Context: an optimization exercise on an open-source flow, tuned for small area, a short achievable clock period and few clock cycles per item. The choices shown serve that exercise and are no tape-out recipe.
Where RTL was checked, it was by simulation tests only, not by an equivalence proof against the original.
Power is estimated from default activity; no workload was simulated.

==> flow/design.v <==
module tcp_rx (
    input  wire        clk,
    input  wire        rst,
    input  wire        start,
    output wire        ready,
    input  wire        raw,
    input  wire [31:0] src_addr,
    input  wire [31:0] dst_addr,
    input  wire [15:0] len,
    input  wire        in_valid,
    output wire        in_ready,
    input  wire [31:0] in_data,
    output reg         done,
    output reg  [1:0]  result,
    output reg  [15:0] csum,
    output reg  [2:0]  seg_class,
    output reg  [15:0] payload_len,
    output reg  [15:0] sport,
    output reg  [15:0] dport,
    output reg  [31:0] seq_num,
    output reg  [31:0] ack_num,
    output reg  [3:0]  doff,
    output reg  [5:0]  flags,
    output reg  [15:0] window,
    output reg  [15:0] cksum_field,
    output reg  [15:0] urg_ptr
);
    localparam [1:0] RES_OK        = 2'd0;
    localparam [1:0] RES_MALFORMED = 2'd1;
    localparam [1:0] RES_CHECKSUM  = 2'd2;
    localparam [2:0] C_NONE   = 3'd0;
    localparam [2:0] C_DATA   = 3'd1;
    localparam [2:0] C_SYN    = 3'd2;
    localparam [2:0] C_SYNACK = 3'd3;
    localparam [2:0] C_ACK    = 3'd4;
    localparam [2:0] C_FIN    = 3'd5;
    localparam [2:0] C_FINACK = 3'd6;
    function [31:0] csa;
        input [15:0] a;
        input [15:0] b;
        input [15:0] c;
        reg   [15:0] s, k;
        begin
            s   = a ^ b ^ c;
            k   = (a & b) | (a & c) | (b & c);
            csa = {k[14:0], k[15], s};
        end
    endfunction
    reg         ready_q;      
    reg         in_ready_q;   
    reg         pend_q;       
    reg         raw_q;
    reg  [1:0]  low_q;        
    reg         short_q;      
    reg         bad_q;        
    reg         clr_q;        
    reg  [13:0] rem_q;        
    reg         rz_q;         
    reg  [2:0]  hc_q;         
    reg  [15:0] sx_q, sy_q;   
    assign ready    = ready_q;
    assign in_ready = in_ready_q;
    wire beat   = in_valid & in_ready_q;
    wire last   = rz_q | ((rem_q == 14'd1) & (low_q == 2'd0));
    wire busy0  = ~ready_q & ~in_ready_q;          
    wire clr    = clr_q;                           
    wire [3:0] lane_ok;
    assign lane_ok[3] = 1'b1;
    assign lane_ok[2] = ~rz_q | (low_q != 2'd1);
    assign lane_ok[1] = ~rz_q | (low_q == 2'd3);
    assign lane_ok[0] = ~rz_q;
    wire [3:0]  lane = lane_ok & {4{in_ready_q}};
    wire [31:0] dm   = in_data & {{8{lane[3]}}, {8{lane[2]}}, {8{lane[1]}}, {8{lane[0]}}};
    wire [15:0] op_z = raw_q          ? 16'd0 :
                       busy0          ? 16'd6 :
                       (hc_q == 3'd0) ? {rem_q, low_q} :
                       (hc_q == 3'd1) ? 16'd6 : 16'd0;
    wire [31:0] l1 = csa(clr ? 16'd0 : sx_q, clr ? 16'd0 : sy_q, op_z);
    wire [15:0] op_a = ready_q ? src_addr[31:16] : l1[15:0];
    wire [15:0] op_b = ready_q ? src_addr[15:0]  : l1[31:16];
    wire [15:0] op_c = ready_q ? dst_addr[31:16] : dm[31:16];
    wire [15:0] op_d = ready_q ? dst_addr[15:0]  : dm[15:0];
    wire [31:0] l2 = csa(op_a, op_b, op_c);
    wire [31:0] l3 = csa(l2[15:0], l2[31:16], op_d);
    wire [16:0] fs0    = {1'b0, sx_q} + {1'b0, sy_q};
    wire [15:0] fs1    = sx_q + sy_q + 16'd1;
    wire [15:0] fold   = fs0[16] ? fs1 : fs0[15:0];
    wire        sum_ok = ((sx_q ^ sy_q) == 16'hFFFF) | ((sx_q & sy_q) == 16'hFFFF);
    wire [4:0]  doff_m4   = 5'd4 - {1'b0, doff};
    wire [14:0] pl_diff   = {1'b0, rem_q} + {{10{doff_m4[4]}}, doff_m4};
    wire        pl_take   = in_valid & in_ready_q & (hc_q == 3'd4);
    wire        malformed = short_q | (doff < 4'd5) | bad_q;
    wire [5:0]  k         = flags & 6'h17;
    reg  [2:0]  cls;
    always @(*) begin
        if (payload_len != 16'd0)
            cls = ((flags & 6'h07) == 6'h00) ? C_DATA : C_NONE;
        else begin
            case (k)
                6'h02:   cls = C_SYN;
                6'h12:   cls = C_SYNACK;
                6'h10:   cls = C_ACK;
                6'h01:   cls = C_FIN;
                6'h11:   cls = C_FINACK;
                default: cls = C_NONE;
            endcase
        end
    end
    always @(posedge clk) begin
        csum        <= ~fold;
        seg_class   <= cls;
        if (raw_q)
            result <= RES_OK;
        else if (malformed)
            result <= RES_MALFORMED;
        else if (!sum_ok)
            result <= RES_CHECKSUM;
        else
            result <= RES_OK;
    end
    always @(posedge clk) begin
        if (in_valid || !in_ready_q)
            {sy_q, sx_q} <= l3;
    end
    always @(posedge clk) begin
        if (beat) begin
            case (hc_q)
                3'd0: begin
                    sport <= in_data[31:16];
                    dport <= in_data[15:0];
                end
                3'd1: seq_num <= in_data;
                3'd2: ack_num <= in_data;
                3'd3: begin
                    doff   <= in_data[31:28];
                    flags  <= in_data[21:16];
                    window <= in_data[15:0];
                end
                3'd4: begin
                    cksum_field <= in_data[31:16];
                    urg_ptr     <= in_data[15:0];
                end
                default: ;
            endcase
        end
    end
    always @(posedge clk) begin
        if (ready_q && start) begin
            raw_q <= raw;
            low_q   <= len[1:0];
            short_q <= (len[15:2] < 14'd5);
        end
        if (pl_take) begin
            payload_len <= {pl_diff[13:0], low_q};
            bad_q       <= pl_diff[14];
        end
        if (ready_q)
            clr_q <= raw;
        else if (beat)
            clr_q <= 1'b0;
        if (ready_q)
            hc_q <= 3'd0;
        else if (beat && hc_q != 3'd5)
            hc_q <= hc_q + 3'd1;
        if (ready_q) begin
            rem_q <= len[15:2];
            rz_q  <= (len[15:2] == 14'd0);
        end else if (beat) begin
            rem_q <= rem_q - 14'd1;
            rz_q  <= (rem_q == 14'd1);
        end
    end
    always @(posedge clk) begin
        if (rst) begin
            ready_q    <= 1'b1;
            in_ready_q <= 1'b0;
            pend_q     <= 1'b0;
            done       <= 1'b0;
        end else begin
            done <= ready_q & pend_q;
            if (ready_q) begin
                if (start) begin
                    ready_q    <= 1'b0;
                    in_ready_q <= (len != 16'd0);
                    pend_q     <= 1'b0;
                end else begin
                    pend_q     <= 1'b0;
                end
            end else if (busy0) begin
                ready_q <= 1'b1;
                pend_q  <= 1'b1;
            end else if (beat && last) begin
                in_ready_q <= 1'b0;
                ready_q    <= 1'b1;
                pend_q     <= 1'b1;
            end
        end
    end
endmodule
export LEC_CHECK = 0
export CAP_MARGIN = 20
export CORE_MARGIN = 2
export CORE_UTILIZATION = 40
export PLACE_DENSITY = 0.6
export SLEW_MARGIN = 20
create_clock -name core_clock -period 11.0 [get_ports {clk}]
standard.sh (not shown) runs the stock make flow with config.mk's settings and CLKGATE_MAP_FILE= SYNTH_SCRIPT=/design/flow/synth_recipe.tcl, a recipe that flattens the netlist after the stock synthesis.
==> flow/flow/run.sh <==
#!/bin/bash
# Layout flow: the standard ORFS flow (standard.sh) with these changes:
# - ports buffered by the smallest plain buffer (buf_1) instead of the
#   delay-cell buffer buffer_ports picks by default;
# - timing repair aimed at a setup margin below the clock period, so the
#   resizer works on the paths that set the achieved period; that
#   timing repair only resizes cells, swaps pins and removes buffers
#   (SETUP_MOVE_SEQUENCE), it inserts no buffers;
# - clock tree synthesis without dummy loads, with sink clusters of up to
#   25 registers.
# The make output goes to standard.log; each ORFS step writes its own log
# under orfs/logs/.
set -euo pipefail
bash standard.sh \
  "BUFFER_PORTS_ARGS=-buffer_cell sky130_fd_sc_hd__buf_1" \
  "SETUP_SLACK_MARGIN=7.7" \
  "SETUP_MOVE_SEQUENCE=unbuffer,sizeup,swap" \
  "CTS_ARGS=-sink_clustering_enable -repair_clock_nets -dont_use_dummy_load -sink_clustering_size 25 -sink_clustering_max_diameter 150" \
  finish > standard.log 2>&1
Then changed:
--- a/flow/design.v
+++ b/flow/design.v
@@ -52,11 +52,11 @@
     reg         raw_q;
     reg  [1:0]  low_q;        
     reg         short_q;      
-    reg         bad_q;        
+    reg         hok_q;        
     reg         clr_q;        
     reg  [13:0] rem_q;        
     reg         rz_q;         
-    reg  [2:0]  hc_q;         
+    reg  [4:0]  hc_q;         
     reg  [15:0] sx_q, sy_q;   
     assign ready    = ready_q;
     assign in_ready = in_ready_q;
@@ -73,8 +73,8 @@
     wire [31:0] dm   = in_data & {{8{lane[3]}}, {8{lane[2]}}, {8{lane[1]}}, {8{lane[0]}}};
     wire [15:0] op_z = raw_q          ? 16'd0 :
                        busy0          ? 16'd6 :
-                       (hc_q == 3'd0) ? {rem_q, low_q} :
-                       (hc_q == 3'd1) ? 16'd6 : 16'd0;
+                       (hc_q == 5'd0) ? {rem_q, low_q} :
+                       (hc_q == 5'd1) ? 16'd6 : 16'd0;
     wire [31:0] l1 = csa(clr ? 16'd0 : sx_q, clr ? 16'd0 : sy_q, op_z);
     wire [15:0] op_a = ready_q ? src_addr[31:16] : l1[15:0];
     wire [15:0] op_b = ready_q ? src_addr[15:0]  : l1[31:16];
@@ -86,10 +86,12 @@
     wire [15:0] fs1    = sx_q + sy_q + 16'd1;
     wire [15:0] fold   = fs0[16] ? fs1 : fs0[15:0];
     wire        sum_ok = ((sx_q ^ sy_q) == 16'hFFFF) | ((sx_q & sy_q) == 16'hFFFF);
-    wire [4:0]  doff_m4   = 5'd4 - {1'b0, doff};
-    wire [14:0] pl_diff   = {1'b0, rem_q} + {{10{doff_m4[4]}}, doff_m4};
-    wire        pl_take   = in_valid & in_ready_q & (hc_q == 3'd4);
-    wire        malformed = short_q | (doff < 4'd5) | bad_q;
+    wire [4:0]  hc_inc    = hc_q + 5'd1;
+    wire        hc_ge4    = (hc_q[4:2] != 3'd0);    
+    wire        pl_take   = beat & hc_ge4 & (hc_q == {1'b0, doff});
+    wire        pl_clear  = beat & (hc_q == 5'd0);
+    wire        hdr_fit   = beat & hc_ge4 & (hc_inc == {1'b0, doff}) & ~rz_q;
+    wire        malformed = short_q | (doff < 4'd5) | ~hok_q;
     wire [5:0]  k         = flags & 6'h17;
     reg  [2:0]  cls;
     always @(*) begin
@@ -125,18 +127,18 @@
     always @(posedge clk) begin
         if (beat) begin
             case (hc_q)
-                3'd0: begin
+                5'd0: begin
                     sport <= in_data[31:16];
                     dport <= in_data[15:0];
                 end
-                3'd1: seq_num <= in_data;
-                3'd2: ack_num <= in_data;
-                3'd3: begin
+                5'd1: seq_num <= in_data;
+                5'd2: ack_num <= in_data;
+                5'd3: begin
                     doff   <= in_data[31:28];
                     flags  <= in_data[21:16];
                     window <= in_data[15:0];
                 end
-                3'd4: begin
+                5'd4: begin
                     cksum_field <= in_data[31:16];
                     urg_ptr     <= in_data[15:0];
                 end
@@ -150,18 +152,22 @@
             low_q   <= len[1:0];
             short_q <= (len[15:2] < 14'd5);
         end
-        if (pl_take) begin
-            payload_len <= {pl_diff[13:0], low_q};
-            bad_q       <= pl_diff[14];
-        end
+        if (pl_clear)
+            payload_len <= 16'd0;
+        else if (pl_take)
+            payload_len <= {rem_q, low_q};
+        if (pl_clear)
+            hok_q <= 1'b0;
+        else if (hdr_fit)
+            hok_q <= 1'b1;
         if (ready_q)
             clr_q <= raw;
         else if (beat)
             clr_q <= 1'b0;
         if (ready_q)
-            hc_q <= 3'd0;
-        else if (beat && hc_q != 3'd5)
-            hc_q <= hc_q + 3'd1;
+            hc_q <= 5'd0;
+        else if (beat && hc_q != 5'd16)
+            hc_q <= hc_inc;
         if (ready_q) begin
             rem_q <= len[15:2];
             rz_q  <= (len[15:2] == 14'd0);
Effect: The changed run passed the timing, design-rule and antenna checks; die area is lower by 3.0%; flip-flop and latch count goes up by 2; synthesized area goes down by 3.1%; combinational power rose by about 2%; count of clock-buffer cells in the layout stays the same; cell area falls by 1.8%; hold slack got worse by 0.021 ns; sequential power hardly moves; power stays flat.
Testbench counts after the change, summed over its fixed seeds: cycles 93,989, items 1,280.
No functional check of the RTL was part of the first run of this note.

Setup of lane 1:
Starts from the design.v that is shown in full above.
==> flow/config.mk <==
export PLATFORM = sky130hd
export DESIGN_NAME = tcp_rx
export DESIGN_NICKNAME = tcp_rx
export VERILOG_FILES = /design/flow/design.v
export SDC_FILE = /design/flow/constraint.sdc
export NUM_CORES = 4
export LEC_CHECK = 0
export CAP_MARGIN = 20
export CORE_MARGIN = 2
export CORE_UTILIZATION = 40
export PLACE_DENSITY = 0.6
export SLEW_MARGIN = 20
==> flow/constraint.sdc <==
create_clock -name core_clock -period 11.0 [get_ports {clk}]
set_input_delay 2.2000 -clock core_clock [delete_from_list [all_inputs] [get_ports {clk}]]
set_output_delay 2.2000 -clock core_clock [all_outputs]
set_load 0.01 [all_outputs]
==> flow/flow/run.sh <==
#!/bin/bash
# Layout flow: the standard ORFS flow (standard.sh) with these changes:
# - ports buffered by the smallest plain buffer (buf_1) instead of the
#   delay-cell buffer buffer_ports picks by default;
# - timing repair aimed at a setup margin below the clock period, so the
#   resizer works on the paths that set the achieved period;
# - clock tree synthesis without dummy loads.
# The make output goes to standard.log; each ORFS step writes its own log
# under orfs/logs/.
set -euo pipefail
bash standard.sh \
  "BUFFER_PORTS_ARGS=-buffer_cell sky130_fd_sc_hd__buf_1" \
  "SETUP_SLACK_MARGIN=7.7" \
  "TNS_END_PERCENT=0" \
  "CTS_ARGS=-sink_clustering_enable -repair_clock_nets -dont_use_dummy_load -sink_clustering_size 25 -sink_clustering_max_diameter 150" \
  finish > standard.log 2>&1
Modified inputs, lane 2 compared to lane 1
diff --git a/flow/design.v b/flow/design.v
--- a/flow/design.v
+++ b/flow/design.v
@@ -47,4 +47,25 @@
         end
     endfunction
+    function [15:0] eac_add;
+        input [15:0] a;
+        input [15:0] b;
+        reg   [15:0] g, p, gg, pp, c;
+        integer i, l;
+        begin
+            g  = a & b;
+            p  = a ^ b;
+            gg = g;
+            pp = a | b;
+            for (l = 1; l < 16; l = l * 2)
+                for (i = 15; i >= l; i = i - 1) begin
+                    gg[i] = gg[i] | (pp[i] & gg[i-l]);
+                    pp[i] = pp[i] & pp[i-l];
+                end
+            c[0] = gg[15];
+            for (i = 1; i < 16; i = i + 1)
+                c[i] = gg[i-1] | (pp[i-1] & gg[15]);
+            eac_add = p ^ c;
+        end
+    endfunction
     reg         ready_q;      
     reg         in_ready_q;   
@@ -56,5 +77,4 @@
     reg         clr_q;        
     reg  [13:0] rem_q;        
-    reg         rz_q;         
     reg  [2:0]  hc_q;         
     reg  [15:0] sx_q, sy_q;   
@@ -62,12 +82,12 @@
     assign in_ready = in_ready_q;
     wire beat   = in_valid & in_ready_q;
-    wire last   = rz_q | ((rem_q == 14'd1) & (low_q == 2'd0));
+    wire last   = (rem_q == 14'd0) | ((rem_q == 14'd1) & (low_q == 2'd0));
     wire busy0  = ~ready_q & ~in_ready_q;          
     wire clr    = clr_q;                           
     wire [3:0] lane_ok;
     assign lane_ok[3] = 1'b1;
-    assign lane_ok[2] = ~rz_q | (low_q != 2'd1);
-    assign lane_ok[1] = ~rz_q | (low_q == 2'd3);
-    assign lane_ok[0] = ~rz_q;
+    assign lane_ok[2] = (rem_q != 14'd0) | (low_q != 2'd1);
+    assign lane_ok[1] = (rem_q != 14'd0) | (low_q == 2'd3);
+    assign lane_ok[0] = (rem_q != 14'd0);
     wire [3:0]  lane = lane_ok & {4{in_ready_q}};
     wire [31:0] dm   = in_data & {{8{lane[3]}}, {8{lane[2]}}, {8{lane[1]}}, {8{lane[0]}}};
@@ -83,7 +103,5 @@
     wire [31:0] l2 = csa(op_a, op_b, op_c);
     wire [31:0] l3 = csa(l2[15:0], l2[31:16], op_d);
-    wire [16:0] fs0    = {1'b0, sx_q} + {1'b0, sy_q};
-    wire [15:0] fs1    = sx_q + sy_q + 16'd1;
-    wire [15:0] fold   = fs0[16] ? fs1 : fs0[15:0];
+    wire [15:0] fold   = eac_add(sx_q, sy_q);
     wire        sum_ok = ((sx_q ^ sy_q) == 16'hFFFF) | ((sx_q & sy_q) == 16'hFFFF);
     wire [4:0]  doff_m4   = 5'd4 - {1'b0, doff};
@@ -163,11 +181,8 @@
         else if (beat && hc_q != 3'd5)
             hc_q <= hc_q + 3'd1;
-        if (ready_q) begin
+        if (ready_q)
             rem_q <= len[15:2];
-            rz_q  <= (len[15:2] == 14'd0);
-        end else if (beat) begin
+        else if (beat)
             rem_q <= rem_q - 14'd1;
-            rz_q  <= (rem_q == 14'd1);
-        end
     end
     always @(posedge clk) begin
## What came out
For worst hold slack, lane 1 and lane 2 come out practically identical. Lane 2 reports its highest signal layer in the routed design as met5 while lane 1 reports met4. [compare] base=lane 1 new=lane 2: arithmetic-cell share of the synthesized area counting full adders, half adders and majority gates rose 1.5 points; die area shows no meaningful change; power after layout increased 3.4%; multi-input combinational cell count has decreased; sequential share of the synthesized area decreased 0.40 points. Diff lane 1 -> lane 2 | total of cells resized after clock tree synthesis | increase of 15. Critical path depth came out higher on lane 2 than on lane 1. Lower number of buffers inserted to repair setup after CTS was reported by lane 1, not lane 2. For synthesized cell count, lane 1 and lane 2 come out practically identical. Lane 2 against lane 1: routed wire length rose 1900 um; total leakage power went up by about 2.6%; final design instance area without fill increased by about 1.5% relative to the old numbers; setup slack +0.084 ns. sky130_fd_sc_hd__dfxtp_4 as the slowest cell on the critical path was reported by lane 1, and sky130_fd_sc_hd__fa_1 by lane 2.
Testbench counts of lane 2, summed over its fixed seeds: cycles 93,989, items 1,280.
No functional check of the RTL was part of lane 1.

-- afterwards: timing with drivers on the ports --
No port has a modelled driver above. Below, the same layouts with a new extraction and two added sets of constraints.
Step 1, drivers: a clkbuf_16 drives clk and a buf_2 each remaining input, both assumed.
Step 2 also shifts input and output timing later by t, the mid clock arrival at the registers, as if the neighbouring blocks saw the same clock.
Three values: no drivers, after step 1, after step 2; two values: the first two.
run | shift t [ns] | setup WS [ns] | clock arrival spread, ns | slew at the worst register clock pin (ns) | pins driven straight from the clock port
the first run of note 1 | 0.527 | 7.256 / 7.202 / 6.988 | 0.060 / 0.060 | 0.11 / 0.11 | 1
the second run of note 1 | 0.510 | 7.639 / 7.586 / 7.190 | 0.085 / 0.085 | 0.10 / 0.10 | 1
lane 1 | 0.518 | 7.459 / 7.410 / 6.953 | 0.071 / 0.071 | 0.11 / 0.11 | 1
lane 2 | 0.530 | 7.543 / 7.543 / 7.032 | 0.042 / 0.043 | 0.11 / 0.11 | 1
After both steps every run listed still meets setup and hold. The setup slack of lane 2, which loses most, moves by 0.000 ns with the drivers and by -0.511 ns with both steps.
